Source: an optimization exercise on an open RTL-to-GDS flow (aim: small area). Production flows keep margins and buffers that such runs may drop. Where RTL was checked, it was by simulation tests only, not by an equivalence proof against the original. For runs 1, 2 and 5, only the layout was checked, not whether the RTL still works. In run 5 the design's own scripts or RTL, not TritonCTS, make the clock network. The clock port is modelled as an ideal driver, which makes a skipped or thinned clock tree look cheaper than it is; a real chip needs a root buffer or a tree. Power is estimated from default activity; no workload was simulated.

`flow/flow/run.sh`:
```
#!/bin/bash
# Own layout flow: the standard ORFS flow (standard.sh, unchanged
# synthesis), with small port buffers and a clock tree of small buffers.
set -euo pipefail
export BUFFER_PORTS_ARGS="-buffer_cell sky130_fd_sc_hd__buf_1"
export CTS_ARGS="-sink_clustering_enable -repair_clock_nets -dont_use_dummy_load -buf_list {sky130_fd_sc_hd__clkbuf_8} -root_buf sky130_fd_sc_hd__clkbuf_8 -sink_clustering_size 20"
bash standard.sh > standard.log 2>&1
```
`flow/constraint.sdc`:
```
create_clock -name core_clock -period 10.0 [get_ports {clk}]
set_input_delay 2.0000 -clock core_clock [delete_from_list [all_inputs] [get_ports {clk}]]
set_output_delay 2.0000 -clock core_clock [all_outputs]
set_load 0.01 [all_outputs]
```
`flow/config.mk`:
```
export PLATFORM = sky130hd
export DESIGN_NAME = dhtdec
export DESIGN_NICKNAME = dhtdec
export VERILOG_FILES = /design/flow/design.v
export SDC_FILE = /design/flow/constraint.sdc
export NUM_CORES = 4
export LEC_CHECK = 0
export CAP_MARGIN = 20
export CORE_MARGIN = 2
export CORE_UTILIZATION = 40
export PLACE_DENSITY = 0.6
export SLEW_MARGIN = 20
```
`flow/design.v`:
```
module dht_fa (
    input  wire a,
    input  wire b,
    input  wire c,
    output wire s,
    output wire co
);
    assign s  = a ^ b ^ c;
    assign co = (a & b) | (a & c) | (b & c);
endmodule
module dht_ha (
    input  wire a,
    input  wire b,
    output wire s,
    output wire co
);
    assign s  = a ^ b;
    assign co = a & b;
endmodule
module dht_inc #(parameter integer W = 8) (
    input  wire [W-1:0] q,
    output wire [W-1:0] y
);
    wire [W:0] c;
    assign c[0] = 1'b1;
    genvar i;
    generate
        for (i = 0; i < W - 1; i = i + 1) begin : g
            dht_ha u (.a(q[i]), .b(c[i]), .s(y[i]), .co(c[i+1]));
        end
    endgenerate
    assign y[W-1] = q[W-1] ^ c[W-1];
endmodule
module dht_sum4 (
    input  wire [7:0] b0,
    input  wire [7:0] b1,
    input  wire [7:0] b2,
    input  wire [7:0] b3,
    output wire [7:0] sum
);
    wire [7:0] s1, c1, s2, c2;
    wire [7:0] k;
    genvar i;
    generate
        for (i = 0; i < 7; i = i + 1) begin : g1
            dht_fa u (.a(b0[i]), .b(b1[i]), .c(b2[i]), .s(s1[i]), .co(c1[i]));
        end
    endgenerate
    assign s1[7] = b0[7] ^ b1[7] ^ b2[7];
    dht_ha u20 (.a(s1[0]), .b(b3[0]), .s(s2[0]), .co(c2[0]));
    generate
        for (i = 1; i < 7; i = i + 1) begin : g2
            dht_fa u (.a(s1[i]), .b(c1[i-1]), .c(b3[i]), .s(s2[i]), .co(c2[i]));
        end
    endgenerate
    assign s2[7] = s1[7] ^ c1[6] ^ b3[7];
    assign sum[0] = s2[0];
    dht_ha u31 (.a(s2[1]), .b(c2[0]), .s(sum[1]), .co(k[2]));
    generate
        for (i = 2; i < 7; i = i + 1) begin : g3
            dht_fa u (.a(s2[i]), .b(c2[i-1]), .c(k[i]), .s(sum[i]), .co(k[i+1]));
        end
    endgenerate
    assign sum[7] = s2[7] ^ c2[6] ^ k[7];
endmodule
module dht_x10 (
    input  wire [7:0]  x,
    output wire [11:0] y
);
    wire [8:0] c;
    assign y[0] = 1'b0;
    assign y[1] = x[0];
    assign y[2] = x[1];
    dht_ha u0 (.a(x[0]), .b(x[2]), .s(y[3]), .co(c[1]));
    genvar i;
    generate
        for (i = 1; i < 6; i = i + 1) begin : g
            dht_fa u (.a(x[i]), .b(x[i+2]), .c(c[i]), .s(y[i+3]), .co(c[i+1]));
        end
    endgenerate
    dht_ha u6 (.a(x[6]), .b(c[6]), .s(y[9]), .co(c[7]));
    dht_ha u7 (.a(x[7]), .b(c[7]), .s(y[10]), .co(y[11]));
endmodule
module dht_rate (
    input  wire [21:0] now,
    input  wire [21:0] last,
    output wire        lt
);
    localparam [21:0] MIN_PERIOD = 22'd3000000;    
    wire        b6 = (now[5:0] < last[5:0]);
    wire [22:6] c;
    wire [21:6] d;
    wire [22:6] l;
    assign c[6] = !b6;                             
    assign l[6] = 1'b0;
    genvar i;
    generate
        for (i = 6; i < 22; i = i + 1) begin : g
            wire nl = !last[i];
            dht_fa u (.a(now[i]), .b(nl), .c(c[i]), .s(d[i]), .co(c[i+1]));
            if (MIN_PERIOD[i]) begin : g1
                assign l[i+1] = !d[i] | l[i];
            end else begin : g0
                assign l[i+1] = !d[i] & l[i];
            end
        end
    endgenerate
    assign lt = l[22];
endmodule
module dhtdec (
    input  wire        clk,
    input  wire        rst,         
    input  wire        variant,     
    input  wire        pin_i,       
    output wire        pin_o,
    output wire        pin_oe,
    output wire        pin_pu,
    input  wire        cmd_valid,
    input  wire [3:0]  cmd_op,
    output wire [1:0]  cmd_ack,
    output wire        rsp_valid,
    output wire [63:0] rsp_data,
    output wire        done_valid,
    output wire [2:0]  done_code,
    output wire        busy
);
    reg [3:0]  phase;
    reg [14:0] tmr;
    reg [5:0]  bitidx;
    reg [31:0] bits;
    reg        mism;
    reg [2:0]  last_result;
    reg [39:0] last_frame;
    reg [21:0] last_ok_time;
    reg        last_ok_valid;
    reg [21:0] now;
    genvar i;
    wire idle   = (phase == 4'd0);
    wire ph1    = (phase == 4'd1);
    wire ph2    = (phase == 4'd2);
    wire ph3    = (phase == 4'd3);
    wire ph4    = (phase == 4'd4);
    wire ph5    = (phase == 4'd5);
    wire ph6    = (phase == 4'd6);
    wire ph7    = (phase == 4'd7);
    wire ph8    = (phase == 4'd8);
    wire ph9    = (phase == 4'd9);
    wire ph10   = (phase == 4'd10);
    wire t_low11 = !tmr[0] & tmr[1] & tmr[2] & !tmr[3] & tmr[4] & !tmr[5] & !tmr[6] &
                   tmr[7] & !tmr[8] & tmr[9] & tmr[10] & !tmr[11] & tmr[12] & tmr[14];   
    wire t_low22 = tmr[0] & !tmr[1] & !tmr[2] & tmr[3] & !tmr[4] & !tmr[5] & tmr[7] &
                   !tmr[8] & !tmr[10] & tmr[14];                                          
    wire t_29    = !tmr[0] & tmr[1] & !tmr[14];
    wire t_39    = tmr[8] & !tmr[9] & !tmr[10] & tmr[11];
    wire t_40    = tmr[9] & !tmr[10] & !tmr[11] & tmr[12];
    wire t_100   = !tmr[1] & tmr[2] & !tmr[10];
    wire t_75    = !tmr[0] & tmr[1] & !tmr[4];
    wire t_50    = !tmr[5] & tmr[6] & !tmr[7];
    wire hit_low  = variant ? t_low22 : t_low11;
    wire is_wait  = ph4 | ph5 | ph6 | ph7 | ph9;
    wire wait_lvl = ph4 | ph6 | ph9;
    wire exit_w   = is_wait & (pin_i != wait_lvl);
    wire hit      = ph1 |
                    (ph2 & hit_low) |
                    (ph3 & t_29) |
                    (ph4 & t_40) |
                    ((ph5 | ph6) & t_100) |
                    (ph7 & t_75) |
                    (ph8 & t_39) |
                    (ph9 & t_50);
    wire timed    = ph1 | ph2 | ph3 | ph8;
    wire adv_t    = timed & hit;
    wire fail     = is_wait & !exit_w & hit;
    wire last_bit = bitidx[5] & bitidx[2] & bitidx[1] & bitidx[0];    
    wire sample   = ph8 & hit;
    wire [7:0] sum;
    dht_sum4 u_sum (.b0(bits[31:24]), .b1(bits[23:16]), .b2(bits[15:8]), .b3(bits[7:0]), .sum(sum));
    wire exp_bit = sum[~bitidx[2:0]];
    wire bad_bit = pin_i ^ exp_bit;
    wire lt;
    dht_rate u_rate (.now(now), .last(last_ok_time), .lt(lt));
    wire rate_limited = last_ok_valid & lt;
    wire        cv       = cmd_valid & !rst;
    wire        read_cmd = cmd_valid & (cmd_op == 4'd1);
    wire        start    = read_cmd & idle & !rate_limited;
    wire        cmd_done = cv & (cmd_op == 4'd1) & idle & rate_limited;
    wire        csum_ok  = !mism;
    wire        seq_done = fail | ph10;
    wire        commit   = ph10 & csum_ok;
    wire [2:0]  seq_code = ph10 ? (csum_ok ? 3'd0 : 3'd5) :
                           ph4 ? 3'd1 : ph5 ? 3'd2 : ph6 ? 3'd3 : 3'd4;
    reg [3:0] phase_n;
    always @(*) begin
        phase_n = phase;
        if (idle) begin
            if (start) phase_n = 4'd1;
        end else if (seq_done) begin
            phase_n = 4'd0;
        end else if (adv_t) begin
            phase_n = phase + 4'd1;
        end else if (exit_w) begin
            if (ph9) phase_n = last_bit ? 4'd10 : 4'd7;
            else     phase_n = phase + 4'd1;
        end
    end
    wire [21:0] now_inc;
    wire [5:0]  idx_inc;
    dht_inc #(.W(22)) u_ninc (.q(now), .y(now_inc));
    dht_inc #(.W(6))  u_iinc (.q(bitidx), .y(idx_inc));
    always @(posedge clk) begin
        if (idle | adv_t | exit_w) tmr <= 15'd0;
        else                       tmr <= {tmr[13:0], !(tmr[14] ^ tmr[13])};
        if (sample & !bitidx[5]) bits <= {bits[30:0], pin_i};
        if (sample & bitidx[5])  mism <= bad_bit | (mism & (bitidx[2:0] != 3'd0));
        if (commit) begin
            last_frame   <= {bits, sum};
            last_ok_time <= now;
        end
        if (rst) begin
            phase         <= 4'd0;
            bitidx        <= 6'd0;
            last_result   <= 3'd0;
            last_ok_valid <= 1'b0;
            now           <= 22'd0;
        end else begin
            now   <= now_inc;
            phase <= phase_n;
            if (seq_done)
                bitidx <= 6'd0;
            else if (ph9 & exit_w & !last_bit)
                bitidx <= idx_inc;
            if (seq_done)
                last_result <= seq_code;
            if (commit)
                last_ok_valid <= 1'b1;
        end
    end
    wire ok      = cv & !cmd_op[3];
    wire s_res   = ok & (cmd_op[2:0] == 3'd2);
    wire s_hum   = ok & (cmd_op[2:0] == 3'd3) & last_ok_valid;
    wire s_temp  = ok & (cmd_op[2:0] == 3'd4) & last_ok_valid;
    wire s_frame = ok & (cmd_op[2:0] == 3'd5) & last_ok_valid;
    wire s_time  = ok & (cmd_op[2:0] == 3'd6) & last_ok_valid;
    wire s_stat  = ok & (cmd_op[2:0] == 3'd7);
    wire [7:0]  x10_in = cmd_op[0] ? last_frame[39:32] : last_frame[23:16];
    wire [11:0] x10;
    dht_x10 u_x10 (.x(x10_in), .y(x10));
    wire [14:0] mag = last_frame[22:8];
    wire        neg = last_frame[23];
    wire [15:0] mor;
    wire [15:0] temp1;
    assign mor[0] = 1'b0;
    generate
        for (i = 0; i < 15; i = i + 1) begin : g_neg
            assign temp1[i] = mag[i] ^ (neg & mor[i]);
            assign mor[i+1] = mor[i] | mag[i];
        end
    endgenerate
    assign temp1[15] = neg & mor[15];
    wire s_dec0  = (s_hum | s_temp) & !variant;
    wire s_hum1  = s_hum & variant;
    wire s_temp1 = s_temp & variant;
    wire [12:0] status_image = {bitidx, phase, variant, last_ok_valid, !idle};
    assign rsp_valid = ok & (cmd_op[2:1] != 2'b00);
    assign rsp_data  = ({64{s_res}}   & {61'd0, last_result}) |
                       ({64{s_dec0}}  & {52'd0, x10}) |
                       ({64{s_hum1}}  & {48'd0, last_frame[39:24]}) |
                       ({64{s_temp1}} & {{48{temp1[15]}}, temp1}) |
                       ({64{s_frame}} & {24'd0, last_frame}) |
                       ({64{s_time}}  & {42'd0, last_ok_time}) |
                       ({64{s_stat}}  & {51'd0, status_image});
    assign cmd_ack = !cv ? 2'd0 :
                     cmd_op[3] ? 2'd3 :
                     ((cmd_op[2:0] == 3'd1) & !idle) ? 2'd2 : 2'd1;
    assign done_valid = !rst & (seq_done | cmd_done);
    assign done_code  = rst ? 3'd0 : seq_done ? seq_code : cmd_done ? last_result : 3'd0;
    assign pin_oe = ph1 | ph2 | ph3;
    assign pin_o  = !ph2;
    assign pin_pu = 1'b1;
    assign busy   = !idle;
endmodule
```
`flow/standard.sh`:
```
#!/bin/bash
# synth_recipe.tcl (not shown) runs the flow's synth.tcl, then flattens the netlist and writes it again
# the make line also repeats each setting of config.mk as NAME=value (left out here)
make -C /OpenROAD-flow-scripts/flow DESIGN_CONFIG=/design/flow/config.mk WORK_HOME=/design/flow/orfs CLKGATE_MAP_FILE= SYNTH_SCRIPT=/design/flow/synth_recipe.tcl "${@:-finish}"
```
==> impl_metrics.csv, run 1 <==
group,metric,value,unit
clock_network,clock_latency,0.46,ns
timing,worst-slew-pin-transition,1.096,ns
global_routing,grt_pass1_vias,5283,
detailed_routing,wl,19790,µm
timing,finalHoldViolCount,0,
power_and_ir_drop,pwr-share-comb,5.3,%
power_and_ir_drop,p_int,0.8065,mW
placement,place_inst,1025,
global_routing,grt_max_degree,66,
detailed_routing,route.vias.total,5492,
timing,relSlewSlack,26.26,%
timing,final-setup-viol-count,0,
logic_synthesis,postSynth.asyncResetShare,0,%
logic_synthesis,synth_top_area_share,35.44,%
die,dieArea,21270,µm²
timing,max_freq,103.6,MHz
timing,hold_slack,0.4536,ns
logic_synthesis,synthFlopType,"edfxtp_1",
die,io_pins,84,
clock_network,clkTransAtPathRegs,0.07,ns
clock_network,clk_path_buf_depth,2,
final_layout,area_delta_synth_final,9.482,%
critical_path,r2r_cells,35,
placement,dp_worst_setup_slack,-0.1100,ns
logic_synthesis,ys_top_cells_by_area,"edfxtp_1, dfxtp_1, fa_1, ha_1, nand2_1",
power_and_ir_drop,irDropWorstVdd,0.07762,mV
critical_path,worst_path_max_delay_cell,"fa_2",
timing,drv_slew,0,
critical_path,rr_endpoint,"phase[0]$_SDFFE_PP0P_",
power_and_ir_drop,p_per_area,118.1,nW/µm²
power_and_ir_drop,switching_share,22.50,%
global_routing,antenna_found_initial,0,
logic_synthesis,synth-edff-count,95,
logic_synthesis,synth_cell_type_count,72,
critical_path,cp_data_required_time,8.00,ns
logic_synthesis,ys_seq_elements,146,
power_and_ir_drop,pwr-share-clk,33.1,%
clock_network,cts_buffers,17,
timing,worst_slack,0.3519,ns
final_layout,layout.nets,868,
global_routing,grt.overflow.total,0,
worst_hold_path,worstHoldPathCells,1,
logic_synthesis,synth_most_common_cell,"edfxtp_1",
detailed_routing,drc,0,
run_status,outcome,"no timing/DRC/antenna violations",
power_and_ir_drop,p_leak,3.455,nW
critical_path,crit_family,"adder cells",
clock_network,numClockSinks,146,
critical_path,startpoint_type,"register",
logic_synthesis,synth_cells,718,
final_layout,drive_gt1_share,10.51,%
power_and_ir_drop,p_seq_share,61.6,%
logic_synthesis,synth_area_leader_cell,"edfxtp_1",
logic_synthesis,syn_area_per_cell,11.21,µm²
worst_hold_path,min_from,"now[0]$_SDFF_PP0_",
logic_synthesis,synthesis.area,8049,µm²
critical_path,worstPathBufferInverterCount,9,
logic_synthesis,synthesis.nets,804,
timing,min_period,9.648,ns
placement,hpwlAfterDp,14520,µm
critical_path,cp-end-kind,"output pin",
detailed_routing,postRouteAntennaNets,0,
timing,finClkSkew,0.03954,ns
placement,io_buffers,82,
die,initial_core_util,41.09,%
worst_hold_path,min_to,"now[0]$_SDFF_PP0_",
detailed_routing,vias_per_cell,5.256,
final_layout,layout.cells.non_filler,1045,
critical_path,crit_top_cell,"fa_2",
power_and_ir_drop,p_switching,0.2342,mW
global_routing,grt_pass1_wl,30480,µm
clock_network,htree_levels,4,
critical_path,worst-r2r-setup-slack,2.39,ns
placement,place.gp.congestion,0.8393,
clock_network,cts_tree,"done",
critical_path,critPathKind,"reg -> out",
critical_path,critical_path.max_stage_delay,0.41,ns
logic_synthesis,ys_seq_area_share,48.13,%
die,die_y,145.9,µm
die,die_w,145.9,µm
timing,fin_crit_sh,96.48,%
logic_synthesis,ys_warn_count,1,
critical_path,cp.arrival,7.65,ns
critical_path,crit_fanout,4,
die,core,19590,µm²
die,rows,51,
worst_hold_path,hp-class,"reg -> reg",
global_routing,grt_usage,18.74,%
clock_network,clockRootBuffer,"clkbuf_8",
final_layout,nFillCells,1862,
detailed_routing,first_pass_iters,7,
critical_path,reg2reg_from,"last_ok_time[1]$_DFFE_PP_",
logic_synthesis,ys_top_cells_by_count,"edfxtp_1, nand2_1, inv_1",
detailed_routing,drtIter0Drc,408,
detailed_routing,wire_per_inst,18.94,µm
flow_run,max_cap_viol_count,0,
final_layout,antenna_cells,0,
==> cells by family (layout without fill, tap and decap cells) <==
| logic type | Yosys count | after routing | share of synthesized area, % |
|---|---|---|---|
| other | 1 | 1 | 0.04659 |
| multiplexers | 15 | 15 | 2.207 |
| flip-flops | 146 | 146 | 48.13 |
| AO/OA/AOI/OAI | 118 | 118 | 10.32 |
| AND/OR/NAND/NOR | 212 | 212 | 13.70 |
| adder cells (fa/ha/maj) | 77 | 77 | 15.51 |
| buffers and inverters | 120 | 182 | 6.933 |
| XOR/XNOR | 29 | 29 | 3.156 |
==> worst register-to-register path: cells and delay by family (launching register included) <==
kind	cells	cell delay [ns]
and+or+nand+nor	3	0.24
DFF	1	0.38
AOI/OAI and AO/OA	8	1.57
adders and majority gates	15	4.74
buffers and inverters	9	0.64
==> placed cells by master (no fill, tap or decap), types with 15 or more instances in the layout <==
cell type  count
nor2_1        23
nand2_1       81
edfxtp_1      95
dfxtp_1       51
buf_1         80
a22oi_1       24
o21ai_0       24
fa_1          24
nor2b_1       24
a21oi_1       25
nand3_1       16
clkbuf_8      17
and2_1        15
inv_1         62
xor2_1        15
ha_1          39
==> power groups by stage <==
| stage | Clock, mW | Sequential (mW) | Combinational, mW |
|---|---|---|---|
| floorplan | 0 | 0.653 | 0.0418 |
| global placement | 0 | 0.654 | 0.0545 |
| detailed placement | 0 | 0.654 | 0.0540 |
| CTS | 0.350 | 0.641 | 0.0544 |
| global route | 0.375 | 0.641 | 0.0605 |
| finish | 0.345 | 0.641 | 0.0550 |
==> flip-flops by register name, summed over array words and instances, names as in the netlist <==
name and count:
mism 1, bitidx 6, last_result 3, bits 32, last_ok_valid 1, last_ok_time 22
phase 4, now 22, last_frame 40, tmr 15
==> stage by stage <==
step	TNS, ns	power (mW)	util [%]	area, µm²
2_1_floorplan	0	0.6948	-	8049
3_3_place_gp	0	0.7086	43.36	8494
5_1_grt	-0.009727	1.077	44.98	8812
3_5_place_dp	-0.2059	0.7084	43.36	8494
6_report	0	1.041	44.98	8812
4_1_cts	0	1.046	44.83	8782
==> timing repair <==
item / CTS / global route
hold buffers: 0 / 0
pin swaps: 5 / 20
setup buffers: 2 / 1
setup endpoints to repair: 4 / 4
gates resized for setup: 17 / 13
==> worst max path at each step <==
stage,startpoint,endpoint,slack (ns),cells after the start
after floorplan,last_ok_time[1]$_DFFE_PP_,done_code[0],0.57,34
after global placement,last_ok_time[1]$_DFFE_PP_,done_code[0],0.07,35
after detailed placement,last_ok_time[1]$_DFFE_PP_,done_code[0],-0.11,35
after CTS,last_ok_time[1]$_DFFE_PP_,done_code[0],0.03,35
after global routing,last_ok_time[1]$_DFFE_PP_,done_code[0],-0.01,35
final,last_ok_time[1]$_DFFE_PP_,done_code[0],0.35,35
==> cell type report <==
type / count / area (µm²) / area share (%)
clock buffer: 17 / 234.0 / 2.655
inverter: 70 / 262.8 / 2.982
multi-input combinational: 452 / 3702 / 42.01
sequential: 146 / 3874 / 43.96
tap: 265 / 331.6 / 3.763
timing repair buffer: 95 / 407.9 / 4.629
==> layer usage <==
layer  GRT usage [%]  vias up  wire length, µm
met5               0        -                0
met4           5.833        0              303
met3           4.295       24             1332
met2           28.21      188             9004
met1           26.90     2689             9149
li1                -     2591                -
==> inputs of run 2 (changes only) <==
--- a/flow/config.mk
+++ b/flow/config.mk
@@ -11,2 +11,3 @@
 export PLACE_DENSITY = 0.6
 export SLEW_MARGIN = 20
+export SYNTH_HIERARCHICAL = 1
==> impl_metrics.csv, run 2 <==
group,metric,value,unit
final_layout,reg_top3,"last_frame: 40 flops, bits: 32 flops",
timing,max_freq,95.01,MHz
critical_path,crit_fanout,3,
global_routing,grt_usage,19.02,%
logic_synthesis,synthesis.nets,778,
critical_path,critPathKind,"reg -> out",
logic_synthesis,synth_cell_type_count,71,
die,initial_core_util,41.09,%
final_layout,layout_common_cells,"edfxtp_1, nand2_1, buf_1",
power_and_ir_drop,pwr-share-comb,10.8,%
timing,worst-slew-pin-transition,0.8567,ns
clock_network,clock_latency,0.45,ns
global_routing,antenna_found_initial,0,
logic_synthesis,synthFlopType,"edfxtp_1",
placement,hpwlAfterDp,14950,µm
logic_synthesis,synth_cells,690,
final_layout,layout.cells.non_filler,1020,
final_layout,largest_register,"last_frame",
final_layout,postLayoutCellArea,8902,µm²
detailed_routing,route.met3.wl,934,µm
clock_network,cts_buffers,17,
die,core,19650,µm²
power_and_ir_drop,p_switching,0.2696,mW
power_and_ir_drop,p_leak,3.372,nW
final_layout,largest_register_ff_count,40,
timing,grt_setup_unrepaired,"true",
die,die_y,146.1,µm
final_layout,antenna_cells,0,
die,dieArea,21340,µm²
clock_network,clkTransAtPathRegs,0.06,ns
logic_synthesis,synth-edff-count,95,
final_layout,layout.nets,845,
power_and_ir_drop,switching_share,24.45,%
detailed_routing,wl,20050,µm
detailed_routing,routed-wl-met2,9639,µm
clock_network,cts_tree,"done",
logic_synthesis,synthesis.area,8075,µm²
critical_path,cp.arrival,8.52,ns
logic_synthesis,ys_seq_elements,146,
placement,place.gp.congestion,0.9233,
global_routing,grt_max_degree,65,
logic_synthesis,synth_top_area_share,35.33,%
final_layout,area_delta_synth_final,10.24,%
logic_synthesis,ys_seq_area_share,47.97,%
logic_synthesis,ys_top_cells_by_count,"edfxtp_1, nand2_1, dfxtp_1",
power_and_ir_drop,p_int,0.8330,mW
critical_path,cp-end-kind,"output pin",
detailed_routing,drt-met1-wl,9038,µm
detailed_routing,first_pass_iters,9,
power_and_ir_drop,p_per_area,123.9,nW/µm²
timing,drv_slew,0,
power_and_ir_drop,pwr-share-clk,30.6,%
global_routing,grt_pass1_wl,31090,µm
detailed_routing,top_layer_used,"met4",
placement,io_buffers,82,
logic_synthesis,synth_most_common_cell,"edfxtp_1",
clock_network,htree_levels,4,
final_layout,drive_gt1_share,12.85,%
clock_network,numClockSinks,146,
die,io_pins,84,
detailed_routing,postRouteAntennaNets,0,
timing,worst_slack,-0.5247,ns
critical_path,critical_path.max_stage_delay,0.45,ns
run_status,outcome,"finished with violations",
power_and_ir_drop,p_seq_share,58.6,%
global_routing,grt.overflow.total,0,
critical_path,startpoint_type,"register",
power_and_ir_drop,irDropWorstVdd,0.06372,mV
timing,fin_crit_sh,105.2,%
global_routing,grt_pass1_vias,5488,
timing,finClkSkew,0.03247,ns
timing,min_period,10.52,ns
logic_synthesis,syn_area_per_cell,11.70,µm²
logic_synthesis,synth_area_leader_cell,"edfxtp_1",
timing,relSlewSlack,42.89,%
placement,dpl_cell_area,8583,µm²
final_layout,final_common_cell,"edfxtp_1",
logic_synthesis,ys_warn_count,7,
logic_synthesis,ys_top_cells_by_area,"edfxtp_1, dfxtp_1, fa_1, ha_1, nand2_1",
placement,place_inst,1001,
flow_run,max_cap_viol_count,0,
final_layout,fin_util,45.30,%
clock_network,clk_path_buf_depth,2,
timing,final-setup-viol-count,4,
die,rows,51,
die,die_w,146.1,µm
detailed_routing,drc,0,
detailed_routing,vias_per_cell,5.412,
logic_synthesis,postSynth.asyncResetShare,0,%
detailed_routing,drtIter0Drc,628,
clock_network,clockRootBuffer,"clkbuf_8",
timing,finalHoldViolCount,0,
critical_path,crit_top_cell,"fa_2",
worst_hold_path,hp-class,"reg -> reg",
critical_path,worst_path_max_delay_cell,"fa_1",
critical_path,cp_data_required_time,8.00,ns
clock_network,hold_buffers,0,
final_layout,nFillCells,1858,
detailed_routing,route.vias.total,5520,
run_status,violations,"negative setup slack",
placement,dp_worst_setup_slack,-0.7683,ns
detailed_routing,wire_per_inst,19.66,µm
-- run 2: cell count changes in the layout (fill, tap and decap cells not counted), sizes merged, moves of 4 or more --
cell,previous run,this run
nand2b,10,4
nor2,26,32
mux2,2,8
a31oi,1,8
a222oi,3,15
a21oi,26,17
o21ai,26,16
a22oi,24,15
buf,95,105
nor4,5,1
xnor2,14,9
inv,70,34
-- run 2: final cells by class --
type	count	area (µm²)	share of cell area, %
well taps	265	331.6	3.725
repair buffers	105	485.5	5.453
clock buffers	17	234.0	2.628
flip-flops and latches	146	3874	43.51
inverters	34	127.6	1.434
multi-input cells	453	3850	43.25
-- run 2: stage by stage --
step           hold slack [ns]  TNS [ns]  power (mW)
2_1_floorplan           0.4215         0      0.7423
3_3_place_gp            0.4431    -1.932      0.7693
3_5_place_dp            0.4422    -2.984      0.7719
4_1_cts                 0.4585    -2.843       1.110
5_1_grt                 0.4882    -3.116       1.148
6_report                0.4521    -1.945       1.103
-- run 2: power by group through the flow --
stage	registers, mW	clock network (mW)	logic, mW
after floorplan	0.656	0	0.0861
after global placement	0.659	0	0.111
after detailed placement	0.659	0	0.113
after CTS	0.646	0.347	0.117
after global routing	0.646	0.371	0.131
final	0.646	0.338	0.119
-- run 2: modules after synthesis (local to each module, per instance), excerpt --
| module | cells | flops+latches | times used |
|---|---|---|---|
| dhtdec | 565 | 146 | 1 |
| dht_rate | 42 | 0 | 1 |
| dht_sum4 | 5 | 0 | 1 |
| dht_x10 | 4 | 0 | 1 |
| dht_fa | 1 | 0 | 39 |
| dht_ha | 1 | 0 | 31 |
-- run 2: critical path, delay by kind of cell, from the launching register on --
family,cells,cell delay (ns)
buffers and inverters,2,0.23
AND/OR/NAND/NOR,5,0.68
flip-flops,1,0.41
AO/OA/AOI/OAI,4,0.81
adder cells (fa/ha/maj),17,5.97
-- run 2: metal layers --
layer / vias up / track usage, %
met3: 31 / 4.125
met2: 178 / 30.31
met1: 2732 / 25.81
li1: 2579 / -
met4: 0 / 6.748
met5: - / 0
-- run 2: what timing repair did --
| action | in CTS | in global routing |
|---|---|---|
| endpoints found under the hold margin | 0 | 0 |
| gates resized for setup | 22 | 0 |
| endpoints found under the setup margin | 4 | 4 |
| buffers inserted | 2 | 0 |
| pin swaps | 10 | 7 |
-- run 2: path summary, 6_finish.rpt --
check | cells after the start | slack, ns | end | from
min reg2reg | 1 | 0.45 | tmr[13]$_SDFF_PP0_ | tmr[12]$_SDFF_PP0_
max | 28 | -0.52 | done_code[1] | last_ok_time[1]$_DFFE_PP_
min | 1 | 0.45 | tmr[13]$_SDFF_PP0_ | tmr[12]$_SDFF_PP0_
max reg2reg | 27 | 1.87 | phase[1]$_SDFFE_PP0P_ | last_ok_time[1]$_DFFE_PP_
-- run 2: cell families after synthesis --
family / after synthesis / share of synthesized area [%]
compound gates: 113 / 10.54
xor+xnor: 23 / 2.835
fa+ha+maj: 79 / 15.87
buf+inv: 91 / 5.810
flops: 146 / 47.97
mux: 18 / 2.665
other cells: 4 / 0.1859
simple gates: 216 / 14.13
==> inputs of run 3 (changes only) <==
--- a/flow/design.v
+++ b/flow/design.v
@@ -135,4 +135,6 @@
     reg        last_ok_valid;
     reg [21:0] now;
+    wire [21:0] now_inc;
+    wire [5:0]  idx_inc;
     genvar i;
     wire idle   = (phase == 4'd0);
@@ -178,7 +180,7 @@
     wire exp_bit = sum[~bitidx[2:0]];
     wire bad_bit = pin_i ^ exp_bit;
-    wire lt;
-    dht_rate u_rate (.now(now), .last(last_ok_time), .lt(lt));
-    wire rate_limited = last_ok_valid & lt;
+    wire lt_next;
+    dht_rate u_rate (.now(now_inc), .last(last_ok_time), .lt(lt_next));
+    reg  rate_limited;
     wire        cv       = cmd_valid & !rst;
     wire        read_cmd = cmd_valid & (cmd_op == 4'd1);
@@ -204,6 +206,4 @@
         end
     end
-    wire [21:0] now_inc;
-    wire [5:0]  idx_inc;
     dht_inc #(.W(22)) u_ninc (.q(now), .y(now_inc));
     dht_inc #(.W(6))  u_iinc (.q(bitidx), .y(idx_inc));
@@ -222,4 +222,5 @@
             last_result   <= 3'd0;
             last_ok_valid <= 1'b0;
+            rate_limited  <= 1'b0;
             now           <= 22'd0;
         end else begin
@@ -234,4 +235,5 @@
             if (commit)
                 last_ok_valid <= 1'b1;
+            rate_limited <= commit | (last_ok_valid & lt_next);
         end
     end
--- a/flow/config.mk
+++ b/flow/config.mk
@@ -11,3 +11,2 @@
 export PLACE_DENSITY = 0.6
 export SLEW_MARGIN = 20
-export SYNTH_HIERARCHICAL = 1
==> impl_metrics.csv, run 3 <==
group,metric,value,unit
final_layout,final_common_cell,"edfxtp_1",
detailed_routing,drtIter0Drc,511,
placement,place.gp.congestion,0.9032,
timing,finalHoldViolCount,0,
critical_path,worst_path_max_delay_cell,"buf_1",
placement,dp_worst_setup_slack,2.012,ns
global_routing,grt_pass1_vias,5256,
timing,finClkSkew,0.03661,ns
final_layout,largest_register,"last_frame",
final_layout,postLayoutCellArea,8638,µm²
critical_path,startpoint_type,"input pin",
logic_synthesis,synth_most_common_cell,"edfxtp_1",
run_status,outcome,"no timing/DRC/antenna violations",
global_routing,grt_usage,18.16,%
worst_hold_path,min_to,"last_ok_time[9]$_DFFE_PP_",
critical_path,cp-end-kind,"output pin",
logic_synthesis,ys_seq_area_share,48.74,%
critical_path,r2r_cells,33,
die,die_y,145.3,µm
critical_path,rr_endpoint,"rate_limited$_SDFF_PP0_",
die,io_pins,84,
timing,worst-slew-pin-transition,1.022,ns
detailed_routing,postRouteAntennaNets,0,
die,initial_core_util,40.91,%
clock_network,hold_buffers,0,
detailed_routing,vias_per_cell,5.318,
timing,final-setup-viol-count,0,
logic_synthesis,ys_top_cells_by_count,"edfxtp_1, inv_1, dfxtp_1",
timing,fin_setup_tns,0,ns
critical_path,cp_data_required_time,8.00,ns
die,dieArea,21120,µm²
logic_synthesis,syn_area_per_cell,11.58,µm²
timing,worst_slack,1.918,ns
die,rows,51,
worst_hold_path,min_from,"now[9]$_SDFF_PP0_",
timing,drv_slew,0,
power_and_ir_drop,p_per_area,121.6,nW/µm²
final_layout,largest_register_ff_count,40,
detailed_routing,wl,18650,µm
power_and_ir_drop,p_leak,3.377,nW
final_layout,antenna_cells,0,
global_routing,grt_max_degree,65,
timing,relSlewSlack,31.70,%
clock_network,clkTransAtPathRegs,0.09,ns
final_layout,layout_common_cells,"edfxtp_1, buf_1, inv_1",
critical_path,crit_fanout,17,
clock_network,cts_setup_buffers,0,
timing,min_period,8.082,ns
logic_synthesis,synthesis.area,7989,µm²
detailed_routing,first_pass_iters,7,
critical_path,crit_top_cell,"fa_1",
final_layout,fin_util,44.24,%
logic_synthesis,ys_seq_elements,147,
final_layout,reg_top3,"last_frame: 40 flops, bits: 32 flops",
critical_path,cp.arrival,6.08,ns
clock_network,cts_buffers,17,
logic_synthesis,synth_top_area_share,35.71,%
final_layout,area_delta_synth_final,8.128,%
timing,max_freq,123.7,MHz
logic_synthesis,synth-edff-count,95,
logic_synthesis,synthFlopType,"edfxtp_1",
logic_synthesis,ys_warn_count,1,
placement,hpwlAfterDp,13990,µm
clock_network,cts_tree,"done",
die,die_w,145.3,µm
clock_network,htree_levels,4,
global_routing,grt_pass1_wl,29600,µm
timing,hold_slack,0.4154,ns
critical_path,reg2reg_from,"now[1]$_SDFF_PP0_",
logic_synthesis,ys_top_cells_by_area,"edfxtp_1, dfxtp_1, fa_1, ha_1, inv_1",
final_layout,nFillCells,1828,
logic_synthesis,synth_cell_type_count,63,
detailed_routing,route.vias.total,5366,
logic_synthesis,synth_area_leader_cell,"edfxtp_1",
detailed_routing,drc,0,
final_layout,drive_gt1_share,5.914,%
flow_run,max_cap_viol_count,0,
final_layout,layout.nets,831,
logic_synthesis,postSynth.asyncResetShare,0,%
timing,grt_setup_unrepaired,"false",
timing,fin_crit_sh,80.82,%
global_routing,antenna_found_initial,0,
critical_path,worst-r2r-setup-slack,2.39,ns
worst_hold_path,hp-class,"reg -> reg",
logic_synthesis,synth_cells,690,
clock_network,clk_path_buf_depth,2,
worst_hold_path,worstHoldPathCells,0,
clock_network,clockRootBuffer,"clkbuf_8",
detailed_routing,wire_per_inst,18.49,µm
clock_network,numClockSinks,147,
die,core,19530,µm²
clock_network,clock_latency,0.47,ns
placement,dpl_cell_area,8392,µm²
power_and_ir_drop,irDropWorstVdd,0.07516,mV
clock_network,ctsResizeCount,0,
critical_path,cp_cell_sequence,"buf_1 -> mux2i_1 -> inv_1 -> ha_1 -> fa_1 -> inv_1 -> fa_1 -> fa_1 -> fa_1 -> fa_1 -> inv_1 -> ha_1 -> ha_1 -> a222oi_1 -> o211ai_1 -> buf_1",
critical_path,critPathKind,"in -> out",
global_routing,grt.overflow.total,0,
placement,io_buffers,82,
critical_path,critical_path.max_stage_delay,0.70,ns
logic_synthesis,synthesis.nets,775,
-- run 3: critical path: cells and delay by family --
kind | cells | cell delay [ns]
buffers and inverters | 5 | 1.08
adders and majority gates | 8 | 2.25
muxes | 1 | 0.29
AOI/OAI and AO/OA | 2 | 0.46
-- run 3: layout make-up --
cell class | instances | area [µm²] | area share (%)
Multi-Input combinational cell | 417 | 3541 | 40.99
Sequential cell | 147 | 3894 | 45.08
Tap cell | 265 | 331.6 | 3.838
Timing Repair Buffer | 89 | 360.3 | 4.172
Inverter | 74 | 277.8 | 3.216
Clock buffer | 17 | 234.0 | 2.709
-- run 3: per-stage QoR --
stage               power [mW]  instances
floorplan               0.7031        690
global placement        0.7213        992
detailed placement      0.7221        992
CTS                      1.059       1009
global route             1.092       1009
finish                   1.050       1009
-- run 3: how the worst max path moves through the flow --
stage,startpoint,end,cells past startpoint
after global placement,cmd_op[0],rsp_data[10],16
after CTS,cmd_op[0],rsp_data[10],16
after global routing,cmd_op[0],rsp_data[10],16
final,cmd_op[0],rsp_data[10],16
after floorplan,cmd_op[0],rsp_data[10],16
after detailed placement,cmd_op[0],rsp_data[10],16
-- run 3: kinds of logic after synthesis --
logic type	count (synthesis)	share of synthesized area [%]
multiplexers	15	2.224
buffers and inverters	126	7.377
AND/OR/NAND/NOR	172	11.73
other	1	0.04694
flip-flops	147	48.74
adder cells (fa/ha/maj)	76	15.47
AO/OA/AOI/OAI	121	10.90
XOR/XNOR	32	3.508
-- run 3: layer usage --
layer,up-vias,share of wire (%),global-route usage [%]
met5,-,0,0
met4,0,2.2,5.784
met3,34,6.3,4.182
met2,192,47,28.58
met1,2630,45,25.04
li1,2510,-,-
-- run 3: report_power, final --
group	switching, mW	leakage [nW]	internal (mW)	total [mW]
sequential	0.00454	1.30	0.642	0.646
clock	0.191	0.122	0.149	0.340
combinational	0.0416	1.96	0.0223	0.0638
==> inputs of run 4 (changes only) <==
--- a/flow/config.mk
+++ b/flow/config.mk
@@ -11,2 +11,3 @@
 export PLACE_DENSITY = 0.6
 export SLEW_MARGIN = 20
+export SYNTH_HIERARCHICAL = 1
==> impl_metrics.csv, run 4 <==
group,metric,value,unit
critical_path,reg2reg_from,"now[0]$_SDFF_PP0_",
detailed_routing,top_layer_used,"met4",
critical_path,crit_top_cell,"fa_1",
die,rows,51,
final_layout,largest_register_ff_count,40,
clock_network,htree_levels,4,
critical_path,critPathKind,"reg -> reg",
global_routing,grt_pass1_wl,29000,µm
critical_path,worstPathBufferInverterCount,0,
logic_synthesis,synthFlopType,"edfxtp_1",
logic_synthesis,synth_top_area_share,36.02,%
placement,io_buffers,82,
detailed_routing,wire_per_inst,19.85,µm
critical_path,cp_data_required_time,10.34,ns
placement,place.gp.congestion,0.8613,
logic_synthesis,synth-edff-count,95,
die,io_pins,84,
global_routing,grt.overflow.total,0,
detailed_routing,route.met3.wl,1113,µm
clock_network,cts_setup_buffers,0,
flow_run,max_cap_viol_count,0,
detailed_routing,route.vias.total,5193,
logic_synthesis,ys_top_cells_by_area,"edfxtp_1, dfxtp_1, fa_1, ha_1, buf_4",
power_and_ir_drop,pwr-share-clk,31.3,%
die,die_w,144.7,µm
clock_network,clock_latency,0.45,ns
logic_synthesis,synthesis.nets,721,
logic_synthesis,postSynth.asyncResetShare,0,%
power_and_ir_drop,p_int,0.8294,mW
critical_path,r2r_cells,29,
worst_hold_path,hp-class,"reg -> reg",
final_layout,layout.nets,772,
critical_path,crit_family,"adder cells",
detailed_routing,vias_per_cell,5.484,
power_and_ir_drop,pwr-share-comb,9.0,%
final_layout,nFillCells,1784,
final_layout,antenna_cells,0,
logic_synthesis,syn_area_per_cell,12.51,µm²
clock_network,hold_buffers,0,
power_and_ir_drop,p_switching,0.2633,mW
detailed_routing,drt-met1-wl,8226,µm
logic_synthesis,synth_cell_type_count,66,
die,die_y,144.7,µm
detailed_routing,drc,0,
critical_path,startpoint,"now[0]$_SDFF_PP0_",
power_and_ir_drop,p_leak,3.236,nW
global_routing,antenna_found_initial,0,
logic_synthesis,ys_seq_elements,147,
logic_synthesis,ys_warn_count,7,
critical_path,cp.depth,29,
timing,fin_setup_tns,0,ns
global_routing,grt_pass1_vias,5166,
timing,finClkSkew,0.02991,ns
logic_synthesis,synth_area_leader_cell,"edfxtp_1",
clock_network,clk_path_buf_depth,2,
logic_synthesis,synth_cells,633,
final_layout,largest_register,"last_frame",
clock_network,clockRootBuffer,"clkbuf_8",
timing,grt_setup_unrepaired,"false",
final_layout,fin_util,43.86,%
power_and_ir_drop,p_seq_share,59.6,%
power_and_ir_drop,power,1.093,mW
critical_path,cp.arrival,9.43,ns
detailed_routing,drtIter0Drc,343,
final_layout,layout_common_cells,"edfxtp_1, buf_1, dfxtp_1",
worst_hold_path,worstHoldPathCells,0,
critical_path,cp-end-kind,"register",
logic_synthesis,ys_top_cells_by_count,"edfxtp_1, dfxtp_1, ha_1",
global_routing,grt_usage,18.77,%
clock_network,clkTransAtPathRegs,0.07,ns
timing,finalHoldViolCount,0,
timing,worst-slew-pin-transition,0.8978,ns
clock_network,cts_buffers,17,
power_and_ir_drop,p_per_area,128.0,nW/µm²
clock_network,numClockSinks,147,
critical_path,startpoint_type,"register",
critical_path,crit_fanout,2,
run_status,outcome,"no timing/DRC/antenna violations",
global_routing,grt_max_degree,65,
worst_hold_path,min_from,"now[12]$_SDFF_PP0_",
placement,dpl_cell_area,8303,µm²
logic_synthesis,synthesis.area,7920,µm²
clock_network,ctsResizeCount,0,
die,initial_core_util,40.69,%
critical_path,critical_path.max_stage_delay,0.52,ns
final_layout,final_common_cell,"edfxtp_1",
clock_network,cts_tree,"done",
critical_path,worst-r2r-setup-slack,0.91,ns
timing,max_freq,110.0,MHz
detailed_routing,routed-wl-met2,9214,µm
final_layout,postLayoutCellArea,8537,µm²
timing,min_period,9.092,ns
die,core,19460,µm²
timing,relSlewSlack,39.74,%
timing,drv_slew,0,
detailed_routing,postRouteAntennaNets,0,
detailed_routing,first_pass_iters,11,
logic_synthesis,synth_most_common_cell,"edfxtp_1",
placement,hpwlAfterDp,14090,µm
logic_synthesis,ys_seq_area_share,49.16,%
final_layout,reg_top3,"last_frame: 40 flops, bits: 32 flops",
final_layout,area_delta_synth_final,7.788,%
power_and_ir_drop,switching_share,24.09,%
timing,fin_crit_sh,90.92,%
timing,final-setup-viol-count,0,
detailed_routing,wl,18800,µm
die,dieArea,20940,µm²
critical_path,worst_path_max_delay_cell,"fa_1",
power_and_ir_drop,irDropWorstVdd,0.08411,mV
final_layout,drive_gt1_share,7.185,%
-- run 4: final timing paths --
path / to
worst max register to register: rate_limited$_SDFF_PP0_
worst min-delay path: last_ok_time[12]$_DFFE_PP_
worst max-delay path: rate_limited$_SDFF_PP0_
worst min register to register: last_ok_time[12]$_DFFE_PP_
-- run 4: layout make-up --
type | instances | area [µm²] | share of cell area, %
sequential | 147 | 3894 | 45.61
multi-input combinational | 398 | 3593 | 42.09
timing repair buffer | 91 | 375.4 | 4.397
tap | 265 | 331.6 | 3.884
clock buffer | 17 | 234.0 | 2.741
inverter | 29 | 108.9 | 1.275
-- run 4: power groups by stage --
| stage | clock network [mW] | registers, mW | logic [mW] |
|---|---|---|---|
| 2_1_floorplan | 0 | 0.661 | 0.0705 |
| 3_3_place_gp | 0 | 0.665 | 0.0962 |
| 3_5_place_dp | 0 | 0.665 | 0.0984 |
| 4_1_cts | 0.353 | 0.652 | 0.0987 |
| 5_1_grt | 0.377 | 0.652 | 0.111 |
| 6_report | 0.342 | 0.652 | 0.0988 |
-- run 4: per-layer routing --
metal | up-vias | global-route usage (%)
met2 | 182 | 31.28
met5 | - | 0
met1 | 2613 | 24.96
li1 | 2384 | -
met4 | 0 | 5.365
met3 | 14 | 3.883
-- run 4: kinds of logic (layout without fill, tap and decap cells) --
| kind of cell | Yosys count | count (layout) | synth area share [%] |
|---|---|---|---|
| AOI/OAI and AO/OA | 122 | 122 | 11.85 |
| xor gates and xnor gates | 22 | 22 | 2.780 |
| adders and majority gates | 79 | 79 | 16.18 |
| buffers and inverters | 88 | 137 | 5.813 |
| DFF | 147 | 147 | 49.16 |
| muxes | 20 | 20 | 2.970 |
| other | 4 | 4 | 0.1895 |
| and+or+nand+nor | 151 | 151 | 11.06 |
-- run 4: stage by stage --
step,std cells,setup WS (ns),hold WS (ns)
6_report,947,0.9080,0.4383
3_3_place_gp,930,1.061,0.4180
5_1_grt,947,0.4989,0.4466
3_5_place_dp,930,0.9210,0.4216
4_1_cts,947,0.9318,0.4391
2_1_floorplan,633,1.303,0.4148
-- run 4: per-module statistics from Yosys, one instance, submodules excluded, a selection --
module    cell area [µm²]  copies in the design
dht_fa              20.02                    39
dhtdec               6391                     1
dht_sum4            70.07                     1
dht_x10             26.28                     1
dht_ha              12.51                    31
dht_rate            239.0                     1
==> inputs of run 5 (changes only) <==
--- a/flow/design.v
+++ b/flow/design.v
@@ -23,8 +23,9 @@
 );
     wire [W:0] c;
-    assign c[0] = 1'b1;
-    genvar i;
-    generate
-        for (i = 0; i < W - 1; i = i + 1) begin : g
+    assign y[0] = !q[0];
+    assign c[1] = q[0];
+    genvar i;
+    generate
+        for (i = 1; i < W - 1; i = i + 1) begin : g
             dht_ha u (.a(q[i]), .b(c[i]), .s(y[i]), .co(c[i+1]));
         end
==> flow/flow/run.sh (replaced) <==
#!/bin/bash
# Own layout flow: the standard ORFS flow (standard.sh, with its
# standard synthesis), with two changes:
#  - ports get the smallest buffer (buf_1) instead of ORFS's pick;
#  - the clock tree is built by flow/my_cts.tcl (one root buffer and
#    CTS_NLEAF leaf buffers over location clusters of the flip-flops)
#    in place of TritonCTS.
# The output of the whole flow goes to standard.log here; each ORFS step
# also keeps its own log under orfs/logs/.
set -euo pipefail
export BUFFER_PORTS_ARGS="-buffer_cell sky130_fd_sc_hd__buf_1"
export PRE_CTS_TCL="$PWD/flow/my_cts.tcl"
export CTS_NLEAF=8
export CTS_LEAFBUF=sky130_fd_sc_hd__clkbuf_8
export CTS_ROOTBUF=sky130_fd_sc_hd__clkbuf_8
bash standard.sh > standard.log 2>&1
==> flow/flow/my_cts.tcl (new file) <==

set nleaf   [expr {[info exists ::env(CTS_NLEAF)] ? $::env(CTS_NLEAF) : 4}]
set leafbuf [expr {[info exists ::env(CTS_LEAFBUF)] ? $::env(CTS_LEAFBUF) : "sky130_fd_sc_hd__clkbuf_8"}]
set rootbuf [expr {[info exists ::env(CTS_ROOTBUF)] ? $::env(CTS_ROOTBUF) : ""}]

set db    [ord::get_db]
set block [ord::get_db_block]
set clk   [$block findNet clk]
$clk setSigType CLOCK

# sinks and their positions
set sinks {}
foreach it [$clk getITerms] {
  set inst [$it getInst]
  set box  [$inst getBBox]
  set x [expr {([$box xMin] + [$box xMax]) / 2.0}]
  set y [expr {([$box yMin] + [$box yMax]) / 2.0}]
  lappend sinks [list $it $x $y]
}
set n [llength $sinks]
puts "my_cts: $n clock sinks, $nleaf leaf buffers ($leafbuf)"

# k-means with deterministic start: sinks sorted by x, split evenly
set sorted [lsort -real -index 1 $sinks]
set cx {}; set cy {}
for {set k 0} {$k < $nleaf} {incr k} {
  set s [lindex $sorted [expr {int(($k + 0.5) * $n / $nleaf)}]]
  lappend cx [lindex $s 1]; lappend cy [lindex $s 2]
}
set assign {}
for {set iter 0} {$iter < 50} {incr iter} {
  # balanced assignment: each cluster takes at most ceil(n/nleaf) sinks,
  # sinks in order of how much they prefer their nearest centre
  set cap [expr {int(ceil(double($n) / $nleaf))}]
  set cand {}
  set i 0
  foreach s $sinks {
    set ds {}
    for {set k 0} {$k < $nleaf} {incr k} {
      set dx [expr {[lindex $s 1] - [lindex $cx $k]}]
      set dy [expr {[lindex $s 2] - [lindex $cy $k]}]
      lappend ds [list $k [expr {abs($dx) + abs($dy)}]]
    }
    set ds [lsort -real -index 1 $ds]
    set regret [expr {[llength $ds] > 1 ? [lindex $ds 1 1] - [lindex $ds 0 1] : 0}]
    lappend cand [list $i $ds $regret]
    incr i
  }
  set cand [lsort -real -decreasing -index 2 $cand]
  set cnt {}
  for {set k 0} {$k < $nleaf} {incr k} { lappend cnt 0 }
  set new [lrepeat $n 0]
  foreach c $cand {
    foreach d [lindex $c 1] {
      set k [lindex $d 0]
      if {[lindex $cnt $k] < $cap} {
        lset cnt $k [expr {[lindex $cnt $k] + 1}]
        lset new [lindex $c 0] $k
        break
      }
    }
  }
  # new centres
  set sx [lrepeat $nleaf 0.0]; set sy [lrepeat $nleaf 0.0]
  set i 0
  foreach s $sinks {
    set k [lindex $new $i]
    lset sx $k [expr {[lindex $sx $k] + [lindex $s 1]}]
    lset sy $k [expr {[lindex $sy $k] + [lindex $s 2]}]
    incr i
  }
  for {set k 0} {$k < $nleaf} {incr k} {
    if {[lindex $cnt $k] > 0} {
      lset cx $k [expr {[lindex $sx $k] / [lindex $cnt $k]}]
      lset cy $k [expr {[lindex $sy $k] / [lindex $cnt $k]}]
    }
  }
  if {$new eq $assign} { break }
  set assign $new
}
puts "my_cts: cluster sizes $cnt"

# the tree
set lmaster [$db findMaster $leafbuf]
set src $clk
if {$rootbuf ne ""} {
  set rmaster [$db findMaster $rootbuf]
  set rinst [odb::dbInst_create $block $rmaster "clkbuf_root"]
  set rnet  [odb::dbNet_create $block "clknet_root"]
  $rnet setSigType CLOCK
  [$rinst findITerm A] connect $clk
  [$rinst findITerm X] connect $rnet
  set rx 0.0; set ry 0.0
  for {set k 0} {$k < $nleaf} {incr k} { set rx [expr {$rx + [lindex $cx $k]}]; set ry [expr {$ry + [lindex $cy $k]}] }
  $rinst setLocation [expr {int($rx / $nleaf)}] [expr {int($ry / $nleaf)}]
  $rinst setPlacementStatus PLACED
  set src $rnet
}
set nets {}
for {set k 0} {$k < $nleaf} {incr k} {
  set inst [odb::dbInst_create $block $lmaster "clkbuf_leaf_$k"]
  set net  [odb::dbNet_create $block "clknet_leaf_$k"]
  $net setSigType CLOCK
  lappend nets $net
  $inst setLocation [expr {int([lindex $cx $k])}] [expr {int([lindex $cy $k])}]
  $inst setPlacementStatus PLACED
}
set i 0
foreach s $sinks {
  set it [lindex $s 0]
  set net [lindex $nets [lindex $assign $i]]
  $it disconnect
  $it connect $net
  incr i
}
for {set k 0} {$k < $nleaf} {incr k} {
  set inst [$block findInst "clkbuf_leaf_$k"]
  [$inst findITerm A] connect $src
  [$inst findITerm X] connect [lindex $nets $k]
}

# skip TritonCTS; the rest of cts.tcl runs on this tree
proc clock_tree_synthesis {args} {
  puts "my_cts: TritonCTS skipped"
  set_propagated_clock [all_clocks]
}
==> impl_metrics.csv, run 5 <==
group,metric,value,unit
logic_synthesis,syn_area_per_cell,12.51,µm²
die,core,19400,µm²
clock_network,hold_buffers,0,
final_layout,nFillCells,1824,
power_and_ir_drop,p_int,0.7737,mW
logic_synthesis,postSynth.asyncResetShare,0,%
logic_synthesis,synth_cells,631,
clock_network,cts_setup_buffers,0,
die,rows,51,
flow_run,max_cap_viol_count,0,
final_layout,final_common_cell,"edfxtp_1",
placement,hpwlAfterDp,14180,µm
global_routing,grt.overflow.total,0,
detailed_routing,wl,18700,µm
power_and_ir_drop,p_seq_share,63.3,%
detailed_routing,vias_per_cell,5.528,
timing,finalHoldViolCount,0,
timing,max_freq,110.8,MHz
final_layout,area_delta_synth_final,6.624,%
clock_network,clkTransAtPathRegs,0.12,ns
detailed_routing,wire_per_inst,19.96,µm
global_routing,grt_max_degree,65,
detailed_routing,route.met3.wl,1225,µm
worst_hold_path,hp-class,"reg -> reg",
power_and_ir_drop,switching_share,24.85,%
final_layout,reg_top3,"last_frame: 40 flops, bits: 32 flops",
logic_synthesis,ys_seq_elements,147,
timing,hold_slack,0.4433,ns
die,die_y,144.5,µm
global_routing,grt_usage,18.05,%
detailed_routing,drt-met1-wl,8010,µm
power_and_ir_drop,pwr-share-comb,12.1,%
critical_path,crit_fanout,2,
power_and_ir_drop,p_leak,3.148,nW
detailed_routing,routed-wl-met2,8890,µm
power_and_ir_drop,irDropWorstVdd,0.08450,mV
power_and_ir_drop,power,1.030,mW
critical_path,cp.arrival,9.33,ns
clock_network,ctsResizeCount,0,
logic_synthesis,synth_top_area_share,36.13,%
global_routing,grt_pass1_wl,29130,µm
timing,final-setup-viol-count,0,
logic_synthesis,synth-edff-count,95,
logic_synthesis,ys_seq_area_share,49.32,%
placement,dp_worst_setup_slack,0.9962,ns
logic_synthesis,ys_warn_count,7,
global_routing,grt_pass1_vias,5187,
timing,min_period,9.026,ns
die,dieArea,20880,µm²
logic_synthesis,synth_area_leader_cell,"edfxtp_1",
detailed_routing,postRouteAntennaNets,0,
clock_network,clock_latency,0.42,ns
critical_path,critPathKind,"reg -> reg",
logic_synthesis,synthesis.area,7895,µm²
timing,fin_crit_sh,90.26,%
logic_synthesis,synth_most_common_cell,"edfxtp_1",
timing,drv_slew,0,
critical_path,worst-r2r-setup-slack,0.97,ns
final_layout,largest_register,"last_frame",
logic_synthesis,synth_cell_type_count,66,
die,initial_core_util,40.70,%
logic_synthesis,synthesis.nets,717,
final_layout,largest_register_ff_count,40,
detailed_routing,first_pass_iters,5,
placement,io_buffers,82,
die,io_pins,84,
detailed_routing,drc,0,
power_and_ir_drop,pwr-share-clk,24.6,%
logic_synthesis,synthFlopType,"edfxtp_1",
logic_synthesis,ys_top_cells_by_area,"edfxtp_1, dfxtp_1, fa_1, ha_1, buf_4",
logic_synthesis,ys_top_cells_by_count,"edfxtp_1, dfxtp_1, fa_1",
timing,grt_setup_unrepaired,"false",
final_layout,drive_gt1_share,6.101,%
timing,worst-slew-pin-transition,0.8689,ns
critical_path,worst_path_max_delay_cell,"fa_1",
final_layout,antenna_cells,0,
detailed_routing,drtIter0Drc,428,
critical_path,crit_top_cell,"fa_1",
detailed_routing,top_layer_used,"met4",
die,die_w,144.5,µm
global_routing,antenna_found_initial,0,
run_status,outcome,"no timing/DRC/antenna violations",
final_layout,layout.nets,760,
critical_path,cp_data_required_time,10.31,ns
detailed_routing,route.vias.total,5180,
placement,place.gp.congestion,0.8682,
critical_path,startpoint_type,"register",
power_and_ir_drop,p_switching,0.2559,mW
timing,finClkSkew,0.03026,ns
timing,fin_setup_tns,0,ns
timing,worst_slack,0.9737,ns
final_layout,layout_common_cells,"edfxtp_1, buf_1, dfxtp_1",
critical_path,critical_path.max_stage_delay,0.52,ns
power_and_ir_drop,p_per_area,122.3,nW/µm²
critical_path,cp-end-kind,"register",
timing,relSlewSlack,42.07,%
[run 5: per-module statistics from Yosys, one instance, submodules excluded, excerpt]
module / copies in the design / cell area [µm²]
dht_sum4: 1 / 70.07
dht_fa: 39 / 20.02
dht_x10: 1 / 26.28
dhtdec: 1 / 6391
dht_rate: 1 / 239.0
dht_ha: 29 / 12.51
[run 5: cells by family after synthesis]
logic type | synth area share (%)
muxes | 2.979
xor gates and xnor gates | 2.789
and+or+nand+nor | 11.09
adders and majority gates | 15.91
other | 0.09512
buffers and inverters | 5.927
DFF | 49.32
AOI/OAI and AO/OA | 11.89
[run 5: per-layer routing]
metal / up-vias / GRT usage, %
li1: 2367 / -
met1: 2583 / 24.96
met2: 197 / 29.96
met3: 33 / 2.417
met4: 0 / 5.059
met5: - / 0
[run 5: critical path, delay by kind of cell, from the launching register on]
family	cells	cell delay, ns
fa+ha+maj	22	7.84
compound gates	4	0.54
flops	1	0.34
simple gates	2	0.19
[run 5: area by class of cell]
class	instances	area [µm²]	share of cell area, %
plain buffers	9	123.9	1.471
flip-flops and latches	147	3894	46.25
well taps	265	331.6	3.939
inverters	31	116.4	1.382
multi-input cells	394	3577	42.49
repair buffers	91	375.4	4.459
[run 5: power by group through the flow]
stage               logic [mW]  registers (mW)  clock network [mW]
global route             0.138           0.653               0.282
floorplan               0.0882           0.662                   0
detailed placement       0.120           0.665                   0
CTS                      0.121           0.651               0.263
global placement         0.116           0.665                   0
finish                   0.125           0.652               0.253
[run 5: final timing paths]
kind | startpoint | end | cells past startpoint
worst min register to register | now[13]$_SDFF_PP0_ | last_ok_time[13]$_DFFE_PP_ | 0
worst max register to register | now[1]$_SDFF_PP0_ | rate_limited$_SDFF_PP0_ | 28
worst min-delay path | now[13]$_SDFF_PP0_ | last_ok_time[13]$_DFFE_PP_ | 0
worst max-delay path | now[1]$_SDFF_PP0_ | rate_limited$_SDFF_PP0_ | 28
[run 5: metrics by stage]
step,cell area [µm²],instances,utilization [%]
3_3_place_gp,8283,928,42.70
2_1_floorplan,7895,631,-
6_report,8418,937,43.40
3_5_place_dp,8283,928,42.70
4_1_cts,8407,937,43.34
5_1_grt,8418,937,43.40

[afterwards: timing with drivers on the ports]
In the flow no input, the clock included, has a driving cell. The finished layouts below were timed again as built, in two steps.
Step 1 assumes that a clkbuf_16 drives the clock port and a buf_2 every other input.
Step 2 adds t to the input delays and takes it off the output delays; t is the mean of the earliest and latest rising clock arrival at the registers after step 1. Input paths then give back, and output paths get back, about the clock's delay inside the block.
Three values: no drivers, after step 1, after step 2; two values: the first two.
| run | shift t [ns] | slack for setup (ns) | worst setup path after step 2 | worst data-port slew with drivers (ns) | pins driven straight from the clock port |
|---|---|---|---|---|---|
| run 1 | 0.476 | 0.352 / 0.312 / 0.788 | register to output | 0.04 | 1 |
| run 2 | 0.467 | -0.525 / -0.564 / -0.097 | register to output | 0.03 | 1 |
| run 3 | 0.491 | 1.918 / 1.889 / 1.889 | input to output | 0.03 | 1 |
| run 4 | 0.473 | 0.908 / 0.908 / 0.908 | register to register | 0.04 | 1 |
| run 5 | 0.440 | 0.974 / 0.974 / 0.974 | register to register | 0.04 | 1 |
The setup slack of run 3, which loses most, moves by -0.029 ns with the drivers and by -0.029 ns with both steps.
